Background: an optimization exercise with open tools, aiming at small area, a short achievable clock period and few clock cycles. Do not read the settings as production practice.
Where RTL was checked, it was by simulation tests only, not by an equivalence proof against the original.
The RTL of run 2 was laid out without a check of its function.
Power and IR drop assume default switching activity.

### design/flow/flow/run.sh
#!/bin/bash
# Standard layout (standard.sh) with two changes:
#  - synthesis maps the logic with flow/area.abc (see flow/synth.tcl);
#  - every port is buffered by the smallest buffer.
# Full make output goes to standard.log; ORFS keeps each step's log under orfs/logs.
set -euo pipefail
here=$(pwd)
export BUFFER_PORTS_ARGS="-buffer_cell sky130_fd_sc_hd__buf_1"
export FLOW_ABC_SCRIPT="$here/flow/area.abc"
sed "s#SYNTH_SCRIPT=[^ ]*#SYNTH_SCRIPT=$here/flow/synth.tcl#" standard.sh > standard_area.sh
bash standard_area.sh finish > standard.log 2>&1
### design/flow/flow/area.abc
&get -n
&st
&dc2
&syn2
&dc2
&dch -f
&nf -R 2000
&put
### design/flow/flow/synth.tcl
# The standard flow's synthesis script (synth_recipe.tcl), with one change: ABC maps the
# logic with the script in FLOW_ABC_SCRIPT (flow/area.abc, an area-recovering
# script) in place of ORFS's speed script. Registers, passes, flattening and
# renaming are unchanged.
proc synth {args} { yosys synth -nofsm -noshare {*}$args }
proc use_own_abc_script {name1 name2 op} {
  upvar #0 abc_args a
  set i [lsearch -exact $a -script]
  if {$i >= 0} { lset a [expr {$i + 1}] $::env(FLOW_ABC_SCRIPT) }
}
trace add variable ::abc_args write use_own_abc_script
source $::env(SCRIPTS_DIR)/synth.tcl
# left out here: clear keep_hierarchy, flatten, clean up, hide names made inside functions, write 1_2_yosys.v
### design/flow/standard.sh
#!/bin/bash
# synth_recipe.tcl (not shown) runs the flow's synth.tcl, then flattens the netlist and writes it again
# the make line also repeats each setting of config.mk as NAME=value (left out here)
make -C /OpenROAD-flow-scripts/flow DESIGN_CONFIG=/design/flow/config.mk WORK_HOME=/design/flow/orfs CLKGATE_MAP_FILE= SYNTH_SCRIPT=/design/flow/synth_recipe.tcl "${@:-finish}"
### design/flow/config.mk
export PLATFORM = sky130hd
export DESIGN_NAME = baton_relay_core
export DESIGN_NICKNAME = baton_relay_core
export VERILOG_FILES = /design/flow/design.v
export SDC_FILE = /design/flow/constraint.sdc
export NUM_CORES = 4
export LEC_CHECK = 0
export CAP_MARGIN = 20
export CORE_MARGIN = 2
export CORE_UTILIZATION = 40
export SETUP_SLACK_MARGIN = 4.9
export SLEW_MARGIN = 20
### design/flow/constraint.sdc
create_clock -name core_clock -period 8.0 [get_ports {clk}]
set_input_delay 1.6000 -clock core_clock [delete_from_list [all_inputs] [get_ports {clk}]]
set_output_delay 1.6000 -clock core_clock [all_outputs]
set_load 0.01 [all_outputs]
### design/flow/design.v
module baton_relay_core (
    input  wire        clk,
    input  wire        rst,
    input  wire [63:0] cfg_turns_required,
    input  wire        cmd_valid,
    output wire        cmd_ready,
    input  wire [1:0]  cmd_op,
    input  wire [7:0]  cmd_seed,
    input  wire        rx_valid,
    output wire        rx_ready,
    input  wire [63:0] rx_data,
    input  wire [3:0]  rx_len,
    input  wire        rx_fin,
    input  wire        offer_valid,
    output wire        offer_ready,
    input  wire [15:0] offer_len,
    output wire        tx_valid,
    input  wire        tx_ready,
    output wire [63:0] tx_data,
    output wire [3:0]  tx_len,
    output wire        tx_fin,
    output wire        tx_last,
    output wire        idle,
    output wire [2:0]  state,
    output wire        role,
    output wire [7:0]  baton_out,
    output wire [7:0]  baton_in,
    output wire [63:0] turn_count,
    output wire [63:0] rx_byte_count,
    output wire [2:0]  close_code,
    output wire        dgram_ready,
    output wire [7:0]  dgram_value
);
    localparam OP_ACCEPT   = 2'd0;
    localparam OP_CONNECT  = 2'd1;
    localparam OP_DEREG    = 2'd2;
    localparam OP_TIMEOUT  = 2'd3;
    localparam S_IDLE   = 3'd0;
    localparam S_READY  = 3'd1;
    localparam S_SENT   = 3'd2;
    localparam S_DONE   = 3'd3;
    localparam S_CLOSED = 3'd5;
    localparam [2:0] C_SUCCESS   = 3'd0;
    localparam [2:0] C_MALFORMED = 3'd2;
    localparam [2:0] C_TIMEOUT   = 3'd4;
    localparam [2:0] C_NONE      = 3'd7;
    localparam [2:0] D_IDLE  = 3'd0;   
    localparam [2:0] D_LEN2  = 3'd1;   
    localparam [2:0] D_BODY  = 3'd2;   
    localparam [2:0] D_DONE  = 3'd3;   
    localparam [2:0] D_BAD   = 3'd4;   
    localparam [2:0] D_SPLIT = 3'd5;   
    reg [2:0]  st;
    reg        role_r;
    reg [7:0]  baton_out_r;
    reg [7:0]  baton_in_r;
    reg        first_seen;
    reg [63:1] tc_hi;
    reg        tc_lo;
    reg [63:0] rx_bytes;
    reg [2:0]  cc;
    reg        dgram_ready_r;
    reg [7:0]  dgram_value_r;
    reg [63:1] rq;              
    reg        rc;              
    reg        r257;            
    reg        reached;         
    reg        cmd_seen;
    reg [1:0]  c_op;
    reg        c_seed_ok;
    reg [2:0]  dph;
    reg [14:0] rem;             
    reg        rx_pre;          
    reg        rx_ok;           
    reg        has_r;           
    reg        extra_r;         
    reg        send_q;          
    reg [14:0] fl;              
    reg        tx_busy;
    reg        last_r;          
    reg [3:0]  len_r;           
    reg        fin_r;           
    reg [7:0]  bmask;           
    reg [15:0] w;               
    reg        w16;             
    reg        fl8;             
    reg        fl0;             
    reg        fl16;            
    reg [1:0]  hdr;             
    reg        turn_chk;
    reg        turn_fin;
    reg        arm_r;           
    reg [7:1]  tc_cin;
    reg [7:1]  rb_cin;
    reg        idle_r;
    reg        cmd_rdy;
    reg        rx_rdy;
    assign idle          = idle_r;
    assign cmd_ready     = cmd_rdy;        
    assign rx_ready      = rx_rdy;         
    assign offer_ready   = idle_r;
    assign state         = st;
    assign role          = role_r;
    assign baton_out     = baton_out_r;
    assign baton_in      = baton_in_r;
    assign turn_count    = {tc_hi, tc_lo};
    assign rx_byte_count = rx_bytes;
    assign close_code    = cc;
    assign dgram_ready   = dgram_ready_r;
    assign dgram_value   = dgram_value_r;
    genvar g;
    generate
        for (g = 2; g < 8; g = g + 1) begin : lane
            assign tx_data[g*8 +: 8] = bmask[g] ? baton_out_r : 8'd0;
        end
    endgenerate
    assign tx_data[7:0]  = (bmask[0] ? baton_out_r : 8'd0) |
                           {1'b0, hdr[1], {6{hdr[0] | hdr[1]}}};
    assign tx_data[15:8] = (bmask[1] ? baton_out_r : 8'd0) | {8{hdr[1]}};
    assign tx_valid = tx_busy;
    assign tx_len   = len_r;
    assign tx_fin   = fin_r;
    assign tx_last  = last_r;
    wire active = (st != S_IDLE) && (st != S_CLOSED);
    wire cmd_look = idle_r && cmd_valid && !cmd_seen;
    wire cmd_go   = cmd_rdy;
    wire rx_look  = idle_r && rx_valid && !rx_ok;
    wire rx_go    = rx_rdy && rx_valid;
    wire offer_go = idle_r && offer_valid;
    wire beat_go  = tx_busy && tx_ready;
    wire c_start    = (c_op == OP_ACCEPT || c_op == OP_CONNECT) && st == S_IDLE &&
                      (c_op == OP_CONNECT || c_seed_ok);
    wire c_dereg    = (c_op == OP_DEREG) && st != S_IDLE;
    wire c_timeout  = (c_op == OP_TIMEOUT) && active;
    wire [63:0] cfg = cfg_turns_required;
    wire [15:0] m = offer_len;
    wire        offer_writes = active && send_q && (m != 16'd0);
    wire        choose = fl0;
    wire        bo_zero = (baton_out_r == 8'd0);
    wire        m_one = (m == 16'd1);
    wire [14:0] len_choice = bo_zero ? 15'd2 : m_one ? 15'd65 : 15'd16386;
    wire        fl_le8 = fl8;
    wire        L_le8 = choose ? bo_zero : fl_le8;
    wire [3:0]  L_c = choose ? (bo_zero ? 4'd2 : 4'd8) : (fl_le8 ? fl[3:0] : 4'd8);
    wire        m_big = (m[15:4] != 12'd0);
    wire        m_ge_L = m_big || (m[3:0] >= L_c);       
    wire [3:0]  len1 = m_ge_L ? L_c : m[3:0];
    wire        last1 = (!m_big && m[3:0] <= 4'd8) || L_le8;
    wire        fin1 = L_le8 && m_ge_L;
    wire        w_le16  = w16;
    wire        fl_le16 = fl16;
    wire        w_le24  = (w[15:5] == 11'd0) && !(w[4] && w[3] && w[2:0] != 3'd0);
    wire        fl_le24 = (fl[14:5] == 10'd0) && !(fl[4] && fl[3] && fl[2:0] != 3'd0);
    wire [3:0]  w_nx  = w[4] ? 4'd8 : {1'b0, w[2:0]};
    wire [3:0]  fl_nx = fl[4] ? 4'd8 : {1'b0, fl[2:0]};
    wire        w_ge17 = !w_le16;
    wire        fin_nx = fl_le16 && (w_ge17 || fl[4:0] <= w[4:0]);    
    wire [7:0]  b0 = rx_data[7:0];
    wire [7:0]  b1 = rx_data[15:8];
    wire [3:0]  n  = rx_len;
    wire        rx_n0 = (n == 4'd0);
    wire        rem_small = (rem[14:3] == 12'd0);
    wire        rem_lt16  = (rem[14:4] == 11'd0);
    wire        has_baton = rem_small && ({1'b0, rem[2:0]} < n);
    wire        extra     = rem_small && ({1'b0, rem[2:0]} + 4'd1 < n);
    wire        chunk0_ff = (rx_bytes[11:4] == 8'hff);
    wire [7:0]  rx_baton  = rx_data[rem[2:0]*8 +: 8];
    wire [4:0]  rem_lo    = {1'b0, rem[3:0]} - {1'b0, n};
    wire [10:0] rem_hi_m1 = rem[14:4] - 11'd1;
    wire [14:0] rem_next  = {rem_lo[4] ? rem_hi_m1 : rem[14:4], rem_lo[3:0]};
    wire [7:0]  b          = baton_in_r;
    wire [7:0]  b_plus1    = b + 8'd1;
    wire [7:0]  b_corrupt  = b + 8'd31;
    wire        seq_error  = first_seen && (b != baton_out_r + 8'd1);
    wire [4:0]  m7a        = {2'd0, b[2:0]} + {2'd0, b[5:3]} + {3'd0, b[7:6]};
    wire [3:0]  m7b        = {1'b0, m7a[2:0]} + {2'd0, m7a[4:3]};
    wire        arm_dgram  = role_r ? (m7b == 4'd1 || m7b == 4'd8)
                                    : (m7b == 4'd0 || m7b == 4'd7);
    wire        k_eq_rq    = (tc_hi == rq);
    wire        reached_k  = reached || k_eq_rq;           
    wire        terminal   = rc ? reached : reached_k;    
    wire        k_ge2      = (tc_hi[63:2] != 62'd0);
    wire        k_ge3      = (tc_hi[63:3] != 61'd0) || (tc_hi[2] && tc_hi[1]);
    wire        corrupting = r257 && (role_r ? k_ge3 : k_ge2);    
    wire [4:0]  rxb_lo = {1'b0, rx_bytes[3:0]} + {1'b0, n};
    reg [2:0]  st_n;
    reg        role_n;
    reg [7:0]  bo_n;
    reg [7:0]  bi_n;
    reg        fs_n;
    reg [63:1] tc_hi_n;
    reg        tc_lo_n;
    reg [63:0] rxb_n;
    reg [2:0]  cc_n;
    reg        dr_n;
    reg [7:0]  dv_n;
    reg        cmd_seen_n;
    reg [2:0]  dph_n;
    reg [14:0] rem_n;
    reg        rx_pre_n;
    reg        send_q_n;
    reg [14:0] fl_n;
    reg        tx_busy_n;
    reg        last_n;
    reg [3:0]  len_n;
    reg        fin_n;
    reg [7:0]  bmask_n;
    reg [15:0] w_n;
    reg [1:0]  hdr_n;
    reg        turn_chk_n;
    reg        turn_fin_n;
    reg [7:1]  tc_cin_n;
    reg [7:1]  rb_cin_n;
    reg        reached_n;
    reg        load_cfg;
    reg        rx_ok_n;
    reg        has_n;
    reg        extra_n;
    reg        hold_n;
    reg        w16_n;
    reg        fl8_n;
    reg        fl0_n;
    reg        fl16_n;
    integer i, j;
    always @(*) begin
        st_n       = st;
        role_n     = role_r;
        bo_n       = baton_out_r;
        bi_n       = baton_in_r;
        fs_n       = first_seen;
        tc_hi_n    = tc_hi;
        tc_lo_n    = tc_lo;
        rxb_n      = rx_bytes;
        cc_n       = cc;
        dr_n       = dgram_ready_r;
        dv_n       = dgram_value_r;
        cmd_seen_n = cmd_seen;
        dph_n      = dph;
        rem_n      = rem;
        rx_pre_n   = rx_pre;
        send_q_n   = send_q;
        fl_n       = fl;
        tx_busy_n  = tx_busy;
        last_n     = last_r;
        len_n      = len_r;
        fin_n      = fin_r;
        bmask_n    = bmask;
        w_n        = w;
        hdr_n      = hdr;
        turn_chk_n = 1'b0;
        turn_fin_n = turn_fin;
        tc_cin_n   = 7'd0;
        rb_cin_n   = 7'd0;
        reached_n  = reached;
        load_cfg   = 1'b0;
        rx_ok_n    = rx_ok;
        has_n      = has_r;
        extra_n    = extra_r;
        hold_n     = 1'b0;
        w16_n      = w16;
        fl8_n      = fl8;
        fl0_n      = fl0;
        fl16_n     = fl16;
        if (cmd_look)
            cmd_seen_n = 1'b1;
        if (cmd_go) begin
            cmd_seen_n = 1'b0;
            rx_ok_n    = !c_start && (rx_ok || c_dereg || c_timeout);
            if (c_start) begin
                st_n     = S_READY;
                role_n   = (c_op == OP_CONNECT);
                bo_n     = (c_op == OP_ACCEPT) ? cmd_seed : 8'd0;
                bi_n     = 8'd0;
                fs_n     = 1'b0;
                load_cfg = 1'b1;
                reached_n = (cfg[63:1] == 63'd0);
                tc_hi_n  = 63'd0;
                tc_lo_n  = (c_op == OP_ACCEPT);
                rxb_n    = 64'd0;
                cc_n     = C_NONE;
                dr_n     = 1'b0;
                dv_n     = 8'd0;
                dph_n    = D_IDLE;
                fl_n     = 15'd0;
                fl8_n    = 1'b1;
                fl0_n    = 1'b1;
                fl16_n   = 1'b1;
                send_q_n = (c_op == OP_ACCEPT);
            end
            if (c_dereg) begin
                if (role_r) begin
                    st_n = S_CLOSED;
                end else begin
                    st_n     = S_IDLE;
                    role_n   = 1'b0;
                    bo_n     = 8'd0;
                    bi_n     = 8'd0;
                    fs_n     = 1'b0;
                    tc_hi_n  = 63'd0;
                    tc_lo_n  = 1'b0;
                    rxb_n    = 64'd0;
                    cc_n     = C_NONE;
                    dr_n     = 1'b0;
                    dv_n     = 8'd0;
                    dph_n    = D_IDLE;
                    send_q_n = 1'b0;
                    fl_n     = 15'd0;
                    fl8_n    = 1'b1;
                    fl0_n    = 1'b1;
                    fl16_n   = 1'b1;
                end
            end
            if (c_timeout) begin
                st_n = S_CLOSED;
                cc_n = C_TIMEOUT;
            end
        end
        if (rx_look) begin
            rx_pre_n = 1'b1;
            rx_ok_n  = 1'b1;
            if (dph == D_BODY) begin
                has_n   = has_baton;
                extra_n = extra;
            end else if (!rx_n0) begin
                if (dph == D_LEN2) begin
                    rem_n = {1'b0, rem[13:8], b0} + 15'd1;
                    dph_n = D_BODY;
                    rx_pre_n = 1'b0;
                    rx_ok_n  = 1'b0;
                end else if (b0[7]) begin
                    dph_n = D_BAD;
                end else if (!b0[6]) begin
                    rem_n = {9'd0, b0[5:0]} + 15'd1;
                    dph_n = D_BODY;
                    rx_pre_n = 1'b0;
                    rx_ok_n  = 1'b0;
                end else if (n != 4'd1) begin
                    rem_n = {1'b0, b0[5:0], b1} + 15'd2;
                    dph_n = D_BODY;
                    rx_pre_n = 1'b0;
                    rx_ok_n  = 1'b0;
                end else begin
                    rem_n[13:8] = b0[5:0];
                    dph_n = D_SPLIT;
                end
            end
        end
        if (rx_go) begin
            rx_pre_n = 1'b0;
            rx_ok_n  = !(active && (dph == D_IDLE ||
                                    ((dph == D_LEN2 || dph == D_SPLIT) && !rx_fin) ||
                                    (dph == D_BODY && !(rx_pre && has_r) &&
                                     rem_lt16 && !rx_fin)));
        end
        if (rx_go && active) begin
            rxb_n[3:0] = rxb_lo[3:0];
            if (rxb_lo[4]) begin
                rxb_n[11:4] = rx_bytes[11:4] + 8'd1;
                rb_cin_n[1] = chunk0_ff;
            end
            hold_n = chunk0_ff;
            case (dph)
            D_BODY: begin
                if (rx_n0) begin
                    if (rx_fin) begin
                        st_n = S_CLOSED;
                        cc_n = C_MALFORMED;
                    end
                end else if (rx_pre && has_r) begin
                    bi_n  = rx_baton;
                    dph_n = D_DONE;
                    if (extra_r) begin
                        st_n = S_CLOSED;
                        cc_n = C_MALFORMED;
                    end else begin
                        turn_chk_n = 1'b1;
                    end
                end else begin
                    rem_n = rem_next;
                    if (rx_fin) begin
                        st_n = S_CLOSED;
                        cc_n = C_MALFORMED;
                    end
                end
            end
            D_DONE: begin
                if (!rx_n0) begin
                    st_n = S_CLOSED;
                    cc_n = C_MALFORMED;
                end
            end
            D_LEN2: begin
                if (rx_fin) begin
                    st_n = S_CLOSED;
                    cc_n = C_MALFORMED;
                end
            end
            D_BAD: begin
                st_n = S_CLOSED;
                cc_n = C_MALFORMED;
            end
            D_SPLIT: begin
                dph_n = D_LEN2;
                if (rx_fin) begin
                    st_n = S_CLOSED;
                    cc_n = C_MALFORMED;
                end
            end
            default: begin
            end
            endcase
        end
        for (j = 1; j < 7; j = j + 1) begin
            if (rb_cin[j]) begin
                rxb_n[j*8+4 +: 8] = rx_bytes[j*8+4 +: 8] + 8'd1;
                rb_cin_n[j+1] = (rx_bytes[j*8+4 +: 8] == 8'hff);
            end
        end
        if (rb_cin[7])
            rxb_n[63:60] = rx_bytes[63:60] + 4'd1;
        if (offer_go) begin
            tx_busy_n = 1'b1;
            hdr_n     = 2'b00;
            if (offer_writes) begin
                w_n    = m;
                w16_n  = (m[15:5] == 11'd0) && (!m[4] || m[3:0] == 4'd0);
                len_n  = len1;
                last_n = last1;
                fin_n  = fin1;
                for (i = 0; i < 8; i = i + 1)
                    bmask_n[i] = fin1 && (i + 1 >= L_c);
                if (choose) begin
                    fl_n  = len_choice;
                    fl8_n  = bo_zero;
                    fl0_n  = 1'b0;
                    fl16_n = bo_zero;
                    hdr_n = bo_zero ? 2'b00 : m_one ? 2'b01 : 2'b10;
                end
            end else begin
                len_n   = 4'd0;
                last_n  = 1'b1;
                fin_n   = 1'b0;
                bmask_n = 8'd0;
            end
        end
        if (beat_go) begin
            hdr_n = 2'b00;
            if (last_r) begin
                tx_busy_n = 1'b0;
                if (fin_r) begin
                    rx_ok_n  = 1'b0;
                    fl_n     = 15'd0;
                    fl8_n    = 1'b1;
                    fl0_n    = 1'b1;
                    fl16_n   = 1'b1;
                    send_q_n = 1'b0;
                    dph_n    = D_IDLE;
                    if (st != S_DONE)
                        st_n = S_SENT;
                end else begin
                    fl_n   = fl - {11'd0, len_r};
                    fl8_n  = (fl_n[14:4] == 11'd0) && (fl_n[3:0] <= 4'd8);
                    fl16_n = (fl_n[14:5] == 10'd0) && (!fl_n[4] || fl_n[3:0] == 4'd0);
                end
            end else begin
                w_n[15:3]  = w[15:3] - 13'd1;
                fl_n[14:3] = fl[14:3] - 12'd1;
                w16_n      = w_le24;
                fl8_n      = fl_le16;
                fl16_n     = fl_le24;
                last_n     = w_le16 || fl_le16;
                len_n      = fin_nx ? fl_nx : w_le16 ? w_nx : 4'd8;
                fin_n      = fin_nx;
                for (i = 0; i < 8; i = i + 1)
                    bmask_n[i] = fin_nx && (fl[4] ? (i == 7) : (i + 1 >= fl[2:0]));
            end
        end
        if (turn_chk) begin
            if (b == 8'd0) begin
                st_n = S_CLOSED;
                cc_n = C_SUCCESS;
            end else if (seq_error) begin
                st_n = S_CLOSED;
                cc_n = C_MALFORMED;
            end else begin
                fs_n = 1'b1;
                tc_hi_n[8:1] = tc_hi[8:1] + 8'd1;
                tc_cin_n[1]  = (tc_hi[8:1] == 8'hff);
                turn_fin_n   = 1'b1;
            end
        end
        for (j = 1; j < 7; j = j + 1) begin
            if (tc_cin[j]) begin
                tc_hi_n[j*8+1 +: 8] = tc_hi[j*8+1 +: 8] + 8'd1;
                tc_cin_n[j+1] = (tc_hi[j*8+1 +: 8] == 8'hff);
            end
        end
        if (tc_cin[7])
            tc_hi_n[63:57] = tc_hi[63:57] + 7'd1;
        if (turn_fin && tc_cin == 7'd0) begin
            turn_fin_n = 1'b0;
            reached_n  = reached_k;
            if (arm_r) begin
                dr_n = 1'b1;
                dv_n = b;
            end
            if (terminal) begin
                bo_n = 8'd0;
                st_n = S_DONE;
            end else if (corrupting) begin
                bo_n = (b_corrupt == 8'd0) ? 8'd1 : b_corrupt;
                st_n = S_SENT;
            end else begin
                bo_n = b_plus1;
                st_n = S_SENT;
            end
            send_q_n = 1'b1;
            fl_n     = 15'd0;
            fl8_n    = 1'b1;
            fl0_n    = 1'b1;
            fl16_n   = 1'b1;
        end
        if (rst) begin
            st_n       = S_IDLE;
            role_n     = 1'b0;
            bo_n       = 8'd0;
            bi_n       = 8'd0;
            fs_n       = 1'b0;
            tc_hi_n    = 63'd0;
            tc_lo_n    = 1'b0;
            rxb_n      = 64'd0;
            cc_n       = C_NONE;
            dr_n       = 1'b0;
            dv_n       = 8'd0;
            cmd_seen_n = 1'b0;
            dph_n      = D_IDLE;
            rx_pre_n   = 1'b0;
            send_q_n   = 1'b0;
            fl_n       = 15'd0;
            fl8_n    = 1'b1;
            fl0_n    = 1'b1;
            fl16_n   = 1'b1;
            tx_busy_n  = 1'b0;
            turn_chk_n = 1'b0;
            turn_fin_n = 1'b0;
            tc_cin_n   = 7'd0;
            rb_cin_n   = 7'd0;
            rx_ok_n    = 1'b1;
            hold_n     = 1'b0;
        end
    end
    wire idle_n = !(tx_busy_n || turn_chk_n || turn_fin_n || hold_n || rb_cin_n[7:2] != 6'd0);
    always @(posedge clk) begin
        st            <= st_n;
        role_r        <= role_n;
        baton_out_r   <= bo_n;
        baton_in_r    <= bi_n;
        first_seen    <= fs_n;
        tc_hi         <= tc_hi_n;
        tc_lo         <= tc_lo_n;
        rx_bytes      <= rxb_n;
        cc            <= cc_n;
        dgram_ready_r <= dr_n;
        dgram_value_r <= dv_n;
        cmd_seen      <= cmd_seen_n;
        dph           <= dph_n;
        rem           <= rem_n;
        rx_pre        <= rx_pre_n;
        send_q        <= send_q_n;
        fl            <= fl_n;
        tx_busy       <= tx_busy_n;
        last_r        <= last_n;
        len_r         <= len_n;
        fin_r         <= fin_n;
        bmask         <= bmask_n;
        w             <= w_n;
        hdr           <= hdr_n;
        turn_chk      <= turn_chk_n;
        turn_fin      <= turn_fin_n;
        tc_cin        <= tc_cin_n;
        rb_cin        <= rb_cin_n;
        reached       <= reached_n;
        arm_r         <= arm_dgram;
        idle_r        <= idle_n;
        rx_ok         <= rx_ok_n;
        w16           <= w16_n;
        fl8           <= fl8_n;
        fl0           <= fl0_n;
        fl16          <= fl16_n;
        cmd_rdy       <= cmd_look && !rst;      
        has_r         <= has_n;
        extra_r       <= extra_n;
        rx_rdy        <= idle_n && rx_ok_n;
        if (cmd_look) begin
            c_op      <= cmd_op;
            c_seed_ok <= (cmd_seed != 8'd0) && (!cmd_seed[7] || cmd_seed[6:0] == 7'd0);
        end
        if (load_cfg) begin
            rq   <= cfg[63:1];
            rc   <= (c_op == OP_CONNECT) || cfg[0];
            r257 <= (cfg == 64'd257);
        end
    end
endmodule
==> results of run 1 <==
[cell usage in the layout (no fill, tap or decap), types with 44 or more instances in the layout]
cell / netlist / routed
sky130_fd_sc_hd__edfxtp_1: 85 / 85
sky130_fd_sc_hd__clkbuf_16: 0 / 44
sky130_fd_sc_hd__xnor2_1: 76 / 76
sky130_fd_sc_hd__and3_1: 59 / 58
sky130_fd_sc_hd__ha_1: 66 / 61
sky130_fd_sc_hd__buf_1: 0 / 390
sky130_fd_sc_hd__nand2_1: 151 / 145
sky130_fd_sc_hd__nor2_1: 182 / 172
sky130_fd_sc_hd__nand3_1: 50 / 45
sky130_fd_sc_hd__dfxtp_1: 241 / 215
sky130_fd_sc_hd__clkinv_1: 74 / 70
sky130_fd_sc_hd__nor4_1: 57 / 52
sky130_fd_sc_hd__a21oi_1: 174 / 168
sky130_fd_sc_hd__nor3_1: 121 / 115
sky130_fd_sc_hd__and2_0: 68 / 63
sky130_fd_sc_hd__o21ai_0: 114 / 103
[through the flow]
stage | std cells | setup slack, ns | total power [uW] | instance area [um^2]
after floorplan | 1939 | 4.705 | 2263 | 17670
after global placement | 2928 | 4.119 | 2466 | 19950
after detailed placement | 2928 | 4.045 | 2477 | 19950
after CTS | 3012 | 4.859 | 4296 | 21500
after global routing | 3039 | 4.846 | 4458 | 21900
final | 3039 | 4.921 | 4289 | 21900
[layer usage]
layer,up-vias,part of all wire (%)
met5,-,0.045
met4,4,3.0
met3,116,7.4
met2,714,46
met1,8385,43
li1,8273,-
[worst max-delay path by stage]
stage / startpoint / cells past startpoint / end / slack [ns]
finish: last_r / 1 / tx_last / 4.92
detailed placement: rx_len[1] / 10 / rx_bytes[9] / 4.04
global placement: baton_out_r[0] / 11 / rx_rdy / 4.12
floorplan: offer_len[5] / 13 / fl[7] / 4.70
global route: rx_len[0] / 11 / rx_bytes[10] / 4.85
CTS: rst / 6 / rx_rdy / 4.86
[sequential cells by signal, indices dropped and copies added (netlist names), 2 cells and up]
name and flops:
rb_cin 7, cc 3, len_r 4, dph 3
st 3, w 16, rq 63, baton_out_r 8
hdr 2, tc_cin 7, tc_hi 63, dgram_value_r 8
rx_bytes 64, fl 15, baton_in_r 8, c_op 2
bmask 8, rem 15
[cell type report]
cell class / count / area (um^2) / area share, %
Antenna cell: 1 / 2.502 / 0.01143
Clock buffer: 62 / 1219 / 5.564
Clock inverter: 9 / 87.58 / 0.3999
Inverter: 74 / 300.3 / 1.371
Multi-Input combinational cell: 1539 / 10210 / 46.62
Sequential cell: 326 / 7440 / 33.97
Tap cell: 585 / 732.0 / 3.342
Timing Repair Buffer: 443 / 1909 / 8.718
[what timing repair did]
action | CTS | global route
cloned | 0 | 2
buffers inserted | 13 | 24
hold endpoints to repair | 0 | 0
resized for setup | 47 | 63
setup endpoints to repair | 186 | 92
pin swaps | 5 | 16
hold buffers | 0 | 0
[report_power, final]
part	total [uW]	leakage, uW	switching (uW)	internal [uW]
sequential	1870	0.00276	112	1760
clock	1810	0.000634	731	1080
combinational	608	0.00444	332	275
[cells by family (layout without fill, tap and decap cells)]
logic type	count (synthesis)	count (layout)	share of synthesized area, %
xor gates and xnor gates	119	119	5.985
muxes	31	31	2.931
buffers and inverters	76	588	1.681
DFF	326	326	42.36
other	0	1	0
AOI/OAI and AO/OA	500	500	17.68
adders and majority gates	73	73	5.546
and+or+nand+nor	814	816	23.82
==> key figures, run 1 <==
Outcome
  – Status: no timing/DRC/antenna violations

Synth
  – Synth Area per Inst: 8.982 um^2
  – Post-synthesis cell type count: 65
  – Share of synthesized flip-flops with an asynchronous set or reset: 0%
  – Most area-hungry cell type in the Yosys netlist: sky130_fd_sc_hd__dfxtp_1
  – Share of the synthesized area in the top cell type: ~28%
  – Ranking of synthesized cells by area: sky130_fd_sc_hd__dfxtp_1, sky130_fd_sc_hd__edfxtp_1, sky130_fd_sc_hd__a21oi_1
  – Main synth FF type: sky130_fd_sc_hd__dfxtp_1
  – Cell count after synthesis: 1939
  – Syn. warnings: 1
  – Proportion of synthesized chip area in sequential cells: between 40% and 50%
  – Most instantiated cells after synthesis: sky130_fd_sc_hd__dfxtp_1, sky130_fd_sc_hd__nor2_1, sky130_fd_sc_hd__a21oi_1
  – FF+latch count, synth: about 330
  – Number of flops mapped to enable cells by yosys: between 80 and 90
  – Net count after synthesis: approximately 2.2k
  – Top-count cell post-synth: sky130_fd_sc_hd__dfxtp_1
  – Syn Std Cell Area: 17420 um^2

Place
  – Final estimated routing congestion in global placement: 0.9116
  – Half-perimeter wire length of the detailed placement result: 46200 um
  – Number of port buffers: roughly 400

Detailed routing
  – Number of vias in the routed layout: approximately 17k
  – Wire length after detailed routing: roughly 62000 um
  – Detail-routed net length per standard cell: roughly 20 um
  – Remaining design rule violation count: 0
  – TritonRoute pass-1 iters: 5
  – Average vias per placed instance: between 5 and 6
  – Count of routing violations after the opening detailed-route iteration: about 1.4k
  – Number of antenna-violating nets in the routed design: 0

Critical path
  – Worst reg2reg setup slack: about 5.1 ns
  – CP Data Required Time: 6.40 ns
  – Max stage delay cell, worst path: sky130_fd_sc_hd__dfxtp_1
  – CP endpoint kind: output port
  – Maximum fanout count along the critical path: 12
  – Critical path data arrival time: about 1.5 ns
  – Worst reg-to-reg path cell count: 11
  – Reg-to-reg endpoint: arm_r
  – Launch instance of the worst register-to-register path: baton_in_r[0]
  – Kind of launch point of the worst setup path: flop
  – Cell Chain, Critical Path: buf_1
  – Count of buffer and inverter cells on the critical path: 1
  – CP Class: reg2out
  – Top cell family by delay on the critical path: flip-flops
  – Largest stage delay on the critical path: 0.68 ns

Global routing
  – Busiest grt layer: met2
  – Via count of the first global-routing pass: around 16k
  – Final global-route overflow total: 0
  – Met2 usage: 42.97%
  – Maximum number of pins on one net before global-route repair: 69
  – First-pass GRT wire length: between 90000 and 100000 um
  – Number of antenna violations at the first check in global routing: 3
  – Global-route track usage on met1: between 30% and 40%
  – Overall Global Routing Usage: around a quarter
  – Met3 Resource Use GR: ~4.5%

Min path
  – Class of the tightest hold or removal check: reg2reg
  – Endpoint of the worst hold-timing path: cmd_rdy
  – Worst hold path startpoint: cmd_seen
  – Worst hold path stage count: 1

Clocking
  – CTS H-Tree Depth: 2
  – Clock insertion delay at the later pin of the skew report: 0.56 ns
  – Clock root buffer master: sky130_fd_sc_hd__clkbuf_16
  – CTS sink count: 326
  – Bufs on Longest Clock Path: 3
  – CTS tree: done
  – Clock transition at the registers of the reported paths: about 0.06 ns
  – Number of clock buffers inserted by TritonCTS: 39

Die
  – Width of the die: roughly 210 um
  – Die height: roughly 210 um
  – I/O pin count: 400
  – Placement Rows: 76
  – Core Area: about 43000 um^2
  – Die ar.: between 40000 and 50000 um^2
  – Starting Density: a little over 40%

STA
  – Setup repair after global routing missed its margin: yes
  – Upper clock frequency limit: approximately 320 MHz
  – Max transition margin: 34.92%
  – Final Skew: ~0.019 ns
  – Hold slack: 0.4465 ns
  – Share of the clock period used by the worst path after layout: 38.49%
  – Final hold violation count: 0
  – Shortest clock period the worst path allows after layout: 3.079 ns
  – Max-slew violation count: 0
  – Total Neg Setup Slack: 0 ns
  – Worst-Margin Slew: between 0.9 and 1 ns
  – Setup violations, final: 0

Power and ir drop
  – Power density over the cells: between 150 and 200 nW/um^2
  – Static power due to leakage: 0.007834 uW
  – Peak supply drop: between 0.15 and 0.2 mV

Finish
  – Proportion of layout cells with a drive suffix above 1: under 10%
  – Layout Utilization: between 50% and 60%
  – Number of nets in the layout: approximately 2.7k
  – Filler cells: slightly above 4k
  – Signed area change from the synthesized netlist to the final layout: 25.76%

Job
  – # Max-Cap Violations: 0
Testbench counts, summed over its fixed seeds: cycles 196,564.
==> run 2, diff against run 1 <==
--- a/design/flow/design.v
+++ b/design/flow/design.v
@@ -73,6 +73,4 @@
     reg        rx_pre;          
     reg        rx_ok;           
-    reg        has_r;           
-    reg        extra_r;         
     reg        send_q;          
     reg [14:0] fl;              
@@ -85,5 +83,4 @@
     reg        w16;             
     reg        fl8;             
-    reg        fl0;             
     reg        fl16;            
     reg [1:0]  hdr;             
@@ -124,8 +121,8 @@
     wire active = (st != S_IDLE) && (st != S_CLOSED);
     wire cmd_look = idle_r && cmd_valid && !cmd_seen;
-    wire cmd_go   = cmd_rdy;
-    wire rx_look  = idle_r && rx_valid && !rx_ok;
-    wire rx_go    = rx_rdy && rx_valid;
-    wire offer_go = idle_r && offer_valid;
+    wire cmd_go   = idle_r && cmd_seen;
+    wire rx_look  = idle_r && !cmd_valid && rx_valid && !rx_ok;
+    wire rx_go    = idle_r && !cmd_valid && rx_valid && rx_ok;
+    wire offer_go = idle_r && !cmd_valid && !rx_valid && offer_valid;
     wire beat_go  = tx_busy && tx_ready;
     wire c_start    = (c_op == OP_ACCEPT || c_op == OP_CONNECT) && st == S_IDLE &&
@@ -136,5 +133,5 @@
     wire [15:0] m = offer_len;
     wire        offer_writes = active && send_q && (m != 16'd0);
-    wire        choose = fl0;
+    wire        choose = (fl == 15'd0);
     wire        bo_zero = (baton_out_r == 8'd0);
     wire        m_one = (m == 16'd1);
@@ -161,8 +158,6 @@
     wire        rx_n0 = (n == 4'd0);
     wire        rem_small = (rem[14:3] == 12'd0);
-    wire        rem_lt16  = (rem[14:4] == 11'd0);
     wire        has_baton = rem_small && ({1'b0, rem[2:0]} < n);
     wire        extra     = rem_small && ({1'b0, rem[2:0]} + 4'd1 < n);
-    wire        chunk0_ff = (rx_bytes[11:4] == 8'hff);
     wire [7:0]  rx_baton  = rx_data[rem[2:0]*8 +: 8];
     wire [4:0]  rem_lo    = {1'b0, rem[3:0]} - {1'b0, n};
@@ -215,10 +210,6 @@
     reg        load_cfg;
     reg        rx_ok_n;
-    reg        has_n;
-    reg        extra_n;
-    reg        hold_n;
     reg        w16_n;
     reg        fl8_n;
-    reg        fl0_n;
     reg        fl16_n;
     integer i, j;
@@ -255,10 +246,6 @@
         load_cfg   = 1'b0;
         rx_ok_n    = rx_ok;
-        has_n      = has_r;
-        extra_n    = extra_r;
-        hold_n     = 1'b0;
         w16_n      = w16;
         fl8_n      = fl8;
-        fl0_n      = fl0;
         fl16_n     = fl16;
         if (cmd_look)
@@ -284,5 +271,4 @@
                 fl_n     = 15'd0;
                 fl8_n    = 1'b1;
-                fl0_n    = 1'b1;
                 fl16_n   = 1'b1;
                 send_q_n = (c_op == OP_ACCEPT);
@@ -307,5 +293,4 @@
                     fl_n     = 15'd0;
                     fl8_n    = 1'b1;
-                    fl0_n    = 1'b1;
                     fl16_n   = 1'b1;
                 end
@@ -319,13 +304,8 @@
             rx_pre_n = 1'b1;
             rx_ok_n  = 1'b1;
-            if (dph == D_BODY) begin
-                has_n   = has_baton;
-                extra_n = extra;
-            end else if (!rx_n0) begin
+            if (!rx_n0) begin
                 if (dph == D_LEN2) begin
                     rem_n = {1'b0, rem[13:8], b0} + 15'd1;
                     dph_n = D_BODY;
-                    rx_pre_n = 1'b0;
-                    rx_ok_n  = 1'b0;
                 end else if (b0[7]) begin
                     dph_n = D_BAD;
@@ -333,11 +313,7 @@
                     rem_n = {9'd0, b0[5:0]} + 15'd1;
                     dph_n = D_BODY;
-                    rx_pre_n = 1'b0;
-                    rx_ok_n  = 1'b0;
                 end else if (n != 4'd1) begin
                     rem_n = {1'b0, b0[5:0], b1} + 15'd2;
                     dph_n = D_BODY;
-                    rx_pre_n = 1'b0;
-                    rx_ok_n  = 1'b0;
                 end else begin
                     rem_n[13:8] = b0[5:0];
@@ -349,7 +325,5 @@
             rx_pre_n = 1'b0;
             rx_ok_n  = !(active && (dph == D_IDLE ||
-                                    ((dph == D_LEN2 || dph == D_SPLIT) && !rx_fin) ||
-                                    (dph == D_BODY && !(rx_pre && has_r) &&
-                                     rem_lt16 && !rx_fin)));
+                                    ((dph == D_LEN2 || dph == D_SPLIT) && !rx_fin)));
         end
         if (rx_go && active) begin
@@ -357,7 +331,6 @@
             if (rxb_lo[4]) begin
                 rxb_n[11:4] = rx_bytes[11:4] + 8'd1;
-                rb_cin_n[1] = chunk0_ff;
+                rb_cin_n[1] = (rx_bytes[11:4] == 8'hff);
             end
-            hold_n = chunk0_ff;
             case (dph)
             D_BODY: begin
@@ -367,8 +340,8 @@
                         cc_n = C_MALFORMED;
                     end
-                end else if (rx_pre && has_r) begin
+                end else if (has_baton) begin
                     bi_n  = rx_baton;
                     dph_n = D_DONE;
-                    if (extra_r) begin
+                    if (extra) begin
                         st_n = S_CLOSED;
                         cc_n = C_MALFORMED;
@@ -433,5 +406,4 @@
                     fl_n  = len_choice;
                     fl8_n  = bo_zero;
-                    fl0_n  = 1'b0;
                     fl16_n = bo_zero;
                     hdr_n = bo_zero ? 2'b00 : m_one ? 2'b01 : 2'b10;
@@ -452,5 +424,4 @@
                     fl_n     = 15'd0;
                     fl8_n    = 1'b1;
-                    fl0_n    = 1'b1;
                     fl16_n   = 1'b1;
                     send_q_n = 1'b0;
@@ -518,5 +489,4 @@
             fl_n     = 15'd0;
             fl8_n    = 1'b1;
-            fl0_n    = 1'b1;
             fl16_n   = 1'b1;
         end
@@ -539,5 +509,4 @@
             fl_n       = 15'd0;
             fl8_n    = 1'b1;
-            fl0_n    = 1'b1;
             fl16_n   = 1'b1;
             tx_busy_n  = 1'b0;
@@ -547,8 +516,7 @@
             rb_cin_n   = 7'd0;
             rx_ok_n    = 1'b1;
-            hold_n     = 1'b0;
         end
     end
-    wire idle_n = !(tx_busy_n || turn_chk_n || turn_fin_n || hold_n || rb_cin_n[7:2] != 6'd0);
+    wire idle_n = !(tx_busy_n || turn_chk_n || turn_fin_n || rb_cin_n != 7'd0);
     always @(posedge clk) begin
         st            <= st_n;
@@ -586,9 +554,6 @@
         w16           <= w16_n;
         fl8           <= fl8_n;
-        fl0           <= fl0_n;
         fl16          <= fl16_n;
-        cmd_rdy       <= cmd_look && !rst;      
-        has_r         <= has_n;
-        extra_r       <= extra_n;
+        cmd_rdy       <= idle_n && cmd_seen_n;
         rx_rdy        <= idle_n && rx_ok_n;
         if (cmd_look) begin
==> design/flow/flow/area.abc (replaced) <==
&get -n
&st
&syn2
&syn2
&dch -f
&nf -R 2000
&put
==> design/flow/flow/synth.tcl (replaced) <==
# The standard flow's synthesis script (synth_recipe.tcl), with one change: ABC maps the
# logic with flow/area.abc, an area-recovering script, in place of ORFS's
# speed script. Registers, passes, flattening and renaming are unchanged.
proc synth {args} { yosys synth -nofsm -noshare {*}$args }
proc abc {args} {
  set i [lsearch -exact $args -script]
  if {$i >= 0} { lset args [expr {$i + 1}] $::env(FLOW_ABC_SCRIPT) }
  yosys abc {*}$args
}
source $::env(SCRIPTS_DIR)/synth.tcl
# left out here: clear keep_hierarchy, flatten, clean up, hide names made inside functions, write 1_2_yosys.v
==> key figures, run 2 <==
Finish
  – Most frequent cells in the layout: sky130_fd_sc_hd__buf_1, sky130_fd_sc_hd__nor2_1, sky130_fd_sc_hd__dfxtp_1, sky130_fd_sc_hd__a21oi_1, sky130_fd_sc_hd__nand2_1
  – Largest register by flop count: rx_bytes
  – Registers with the most flip-flops: rx_bytes x64, rq x63, tc_hi x63
  – Number of flip-flops under the largest register name: 64
  – Proportion of layout cells with a drive suffix above 1: 10.98%
  – Number of nets in the layout: 2723
  – Signed area change from the synthesized netlist to the final layout: 26.63%
  – Most common cell after layout, fill and taps aside: sky130_fd_sc_hd__buf_1

Synth
  – Net count after synthesis: 2232
  – Synth Area per Inst: approximately 9 um^2
  – Syn Std Cell Area: approximately 18000 um^2
  – Post-synthesis cell type count: 57
  – Number of flops mapped to enable cells by yosys: 83
  – Proportion of synthesized chip area in sequential cells: 41.40%
  – Cell count after synthesis: about 2k
  – Share of synthesized flip-flops with an asynchronous set or reset: 0%
  – FF+latch count, synth: roughly 320
  – Top-count cell post-synth: sky130_fd_sc_hd__nor2_1
  – Most instantiated cells after synthesis: sky130_fd_sc_hd__nor2_1, sky130_fd_sc_hd__dfxtp_1, sky130_fd_sc_hd__a21oi_1
  – Main synth FF type: sky130_fd_sc_hd__dfxtp_1
  – Ranking of synthesized cells by area: sky130_fd_sc_hd__dfxtp_1, sky130_fd_sc_hd__edfxtp_1, sky130_fd_sc_hd__nor2_1
  – Syn. warnings: 1
  – Share of the synthesized area in the top cell type: about 27%
  – Most area-hungry cell type in the Yosys netlist: sky130_fd_sc_hd__dfxtp_1

Detailed routing
  – Number of vias in the routed layout: 17.66k
  – WL met3: just under 4000 um
  – Top layer reached by signal wires: met5
  – Remaining design rule violation count: 0
  – Count of routing violations after the opening detailed-route iteration: 1680
  – Average vias per placed instance: between 5 and 6
  – Detail-routed net length per standard cell: between 15 and 20 um
  – Wire length after detailed routing: between 60000 and 70000 um
  – Number of antenna-violating nets in the routed design: 0
  – Met2 layer wire length in the routed design: 28490 um
  – TritonRoute pass-1 iters: 6
  – Routed metal-1 wirelength: 26830 um

Clocking
  – Clock insertion delay at the later pin of the skew report: approximately 0.57 ns
  – CTS tree: done
  – CTS H-Tree Depth: 2
  – CTS sink count: roughly 320
  – Hold Buf Count CTS: 0
  – Clock root buffer master: sky130_fd_sc_hd__clkbuf_16
  – Number of clock buffers inserted by TritonCTS: 39
  – Bufs on Longest Clock Path: 3
  – Clock transition at the registers of the reported paths: roughly 0.06 ns

Critical path
  – Worst reg2reg setup slack: approximately 4.3 ns
  – Worst reg-to-reg path cell count: 21
  – Most used cell, CP: sky130_fd_sc_hd__nor2_4
  – CP Capture Point: bmask[4]
  – Cell Chain, Critical Path: or2_4 > nor2_4 > nand2_2 > nor2_4 > nand2_2 > or3_1 > or2_1 > or4_4 > nor2_4 > a21oi_4 > ha_4 > a21oi_2 > nor2b_1 > o21ai_1 > nand3b_1 > buf_4 > buf_6 > nand3_4 > a31oi_2 > a21oi_1 > o21ai_1
  – Reg-to-reg endpoint: bmask[4]
  – Critical path data arrival time: 4.07 ns
  – CP Data Required Time: roughly 8.4 ns
  – Maximum fanout count along the critical path: 4
  – Launch instance of the worst register-to-register path: fl[6]
  – Largest stage delay on the critical path: 0.46 ns
  – CP Class: reg2reg
  – Max stage delay cell, worst path: sky130_fd_sc_hd__or4_4
  – Kind of launch point of the worst setup path: flop
  – CP endpoint kind: flop
  – Launching instance or port of the critical path: fl[6]

STA
  – Max transition margin: 22.56%
  – Total Neg Setup Slack: 0 ns
  – Share of the clock period used by the worst path after layout: 45.84%
  – Final Skew: about 0.033 ns
  – Upper clock frequency limit: 272.7 MHz
  – Shortest clock period the worst path allows after layout: around 3.7 ns
  – Worst-Margin Slew: approximately 1.2 ns
  – Max-slew violation count: 0
  – Setup repair after global routing missed its margin: yes
  – Final hold violation count: 0
  – Setup violations, final: 0

Die
  – Core Area: 43270 um^2
  – Width of the die: 213.6 um
  – Starting Density: 40.63%
  – Die ar.: roughly 46000 um^2
  – Die height: 213.6 um
  – I/O pin count: 400
  – Placement Rows: 76

Min path
  – Class of the tightest hold or removal check: reg2reg
  – Worst hold path startpoint: w[6]

Global routing
  – Overall Global Routing Usage: around a quarter
  – First-pass GRT wire length: about 93000 um
  – Maximum number of pins on one net before global-route repair: between 60 and 70
  – Number of antenna violations at the first check in global routing: 10
  – Final global-route overflow total: 0
  – Via count of the first global-routing pass: around 16k

Power and ir drop
  – Final total power: around 4300 uW
  – Power density over the cells: around 190 nW/um^2
  – Peak supply drop: approximately 0.17 mV
  – Static power due to leakage: ~0.0076 uW

Place
  – Half-perimeter wire length of the detailed placement result: about 45000 um
  – Final estimated routing congestion in global placement: 0.8927
  – Number of port buffers: roughly 400

Job
  – # Max-Cap Violations: 0

Outcome
  – Status: no timing/DRC/antenna violations
[run 2: cell count changes after synthesis, sizes merged, moves of 13 or more]
| cell | change |
|---|---|
| nand2 | +15 |
| o21bai | -14 |
| xor2 | +24 |
| nand3 | +39 |
| a22oi | +38 |
| nor2 | +63 |
| nor4b | +13 |
| o21ai | -41 |
| and3 | -39 |
| nor3 | -57 |
| a211oi | +53 |
| xnor2 | -23 |
[run 2: report_power, final]
part / internal, uW / switching [uW]
Combinational: 303 / 382
Sequential: 1760 / 145
Clock: 982 / 704
[run 2: metal layers]
metal / up-vias / GRT usage [%]
met5: - / 0
met2: 547 / 40.45
met3: 109 / 5.448
met1: 8510 / 35.24
li1: 8489 / -
met4: 4 / 11.35
[run 2: how the worst min path moves through the flow]
stage,endpoint,slack [ns],cells after the start
after floorplan,w[11],0.43,1
after global placement,w[11],0.45,1
after detailed placement,w[6],0.46,1
after CTS,w[6],0.47,1
after global routing,w[6],0.49,1
final,w[6],0.47,1
[run 2: repair_timing]
| action | CTS | global route |
|---|---|---|
| setup buffers | 23 | 21 |
| endpoints found under the setup margin | 142 | 86 |
| endpoints found under the hold margin | 0 | 0 |
| pin swaps | 24 | 27 |
| resized for setup | 97 | 71 |
[run 2: logic make-up (layout without fill, tap and decap cells)]
logic type | count (synthesis) | count (layout) | synth area share, %
xor gates and xnor gates | 120 | 120 | 5.979
other | 0 | 8 | 0
buffers and inverters | 77 | 597 | 1.687
and+or+nand+nor | 845 | 845 | 23.49
adders and majority gates | 74 | 74 | 5.566
AOI/OAI and AO/OA | 517 | 517 | 18.58
DFF | 322 | 322 | 41.40
muxes | 38 | 38 | 3.303
[run 2: final cells by class]
cell class                      instances  area (um^2)
Multi-Input combinational cell       1594        10690
Timing Repair Buffer                  452         2004
Clock buffer                           64         1150
Inverter                               75        290.3
Sequential cell                       322         7322
Antenna cell                            8        20.02
Clock inverter                          6        53.80
Tap cell                              585        732.0
Fill cell                            4133        21010
[run 2: critical path, delay by kind of cell (launching register included)]
family	cells	cell delay [ns]
buffers and inverters	2	0.29
adder cells (fa/ha/maj)	1	0.23
flip-flops	1	0.34
AO/OA/AOI/OAI	6	0.59
AND/OR/NAND/NOR	12	2.07
[run 2: through the flow]
stage          instance area [um^2]  utilization [%]  instances  setup slack (ns)  hold slack [ns]
6_report                      22260            51.45       3106             4.332           0.4684
5_1_grt                       22260            51.44       3105             4.192           0.4893
4_1_cts                       21800            50.39       3077             4.406           0.4725
3_5_place_dp                  20110            46.47       2984             3.474           0.4590
3_3_place_gp                  20110            46.47       2984             3.526           0.4508
2_1_floorplan                 17810                -       1993             3.931           0.4301

## separate check: timing with driven ports
How much do the figures lean on ideal ports? The routed layouts below were timed once more, with nothing changed but the port constraints. Step 1 (the two cells are an assumption about what drives the block):
set clk [get_ports {clk}]
set_driving_cell -lib_cell sky130_fd_sc_hd__clkbuf_16 $clk
set_driving_cell -lib_cell sky130_fd_sc_hd__buf_2 [delete_from_list [all_inputs] $clk]
Step 2 also shifts input and output timing later by t, the mid clock arrival at the registers, as if the neighbouring blocks saw the same clock. a / b / c = ideal ports / drivers / drivers and shift; a / b = the first two.
run	shift t [ns]	setup WS [ns]	hold WS [ns]	worst setup path after step 2
run 1	0.601	4.921 / 4.867 / 4.361	0.446 / 0.446 / 0.446	input to register
run 2	0.611	4.332 / 4.332 / 3.745	0.468 / 0.468 / 0.468	input to register
After both steps setup and hold are still met in every run listed. For run 2, which loses most, drivers alone change the setup slack by 0.000 ns; drivers and shift together by -0.587 ns.
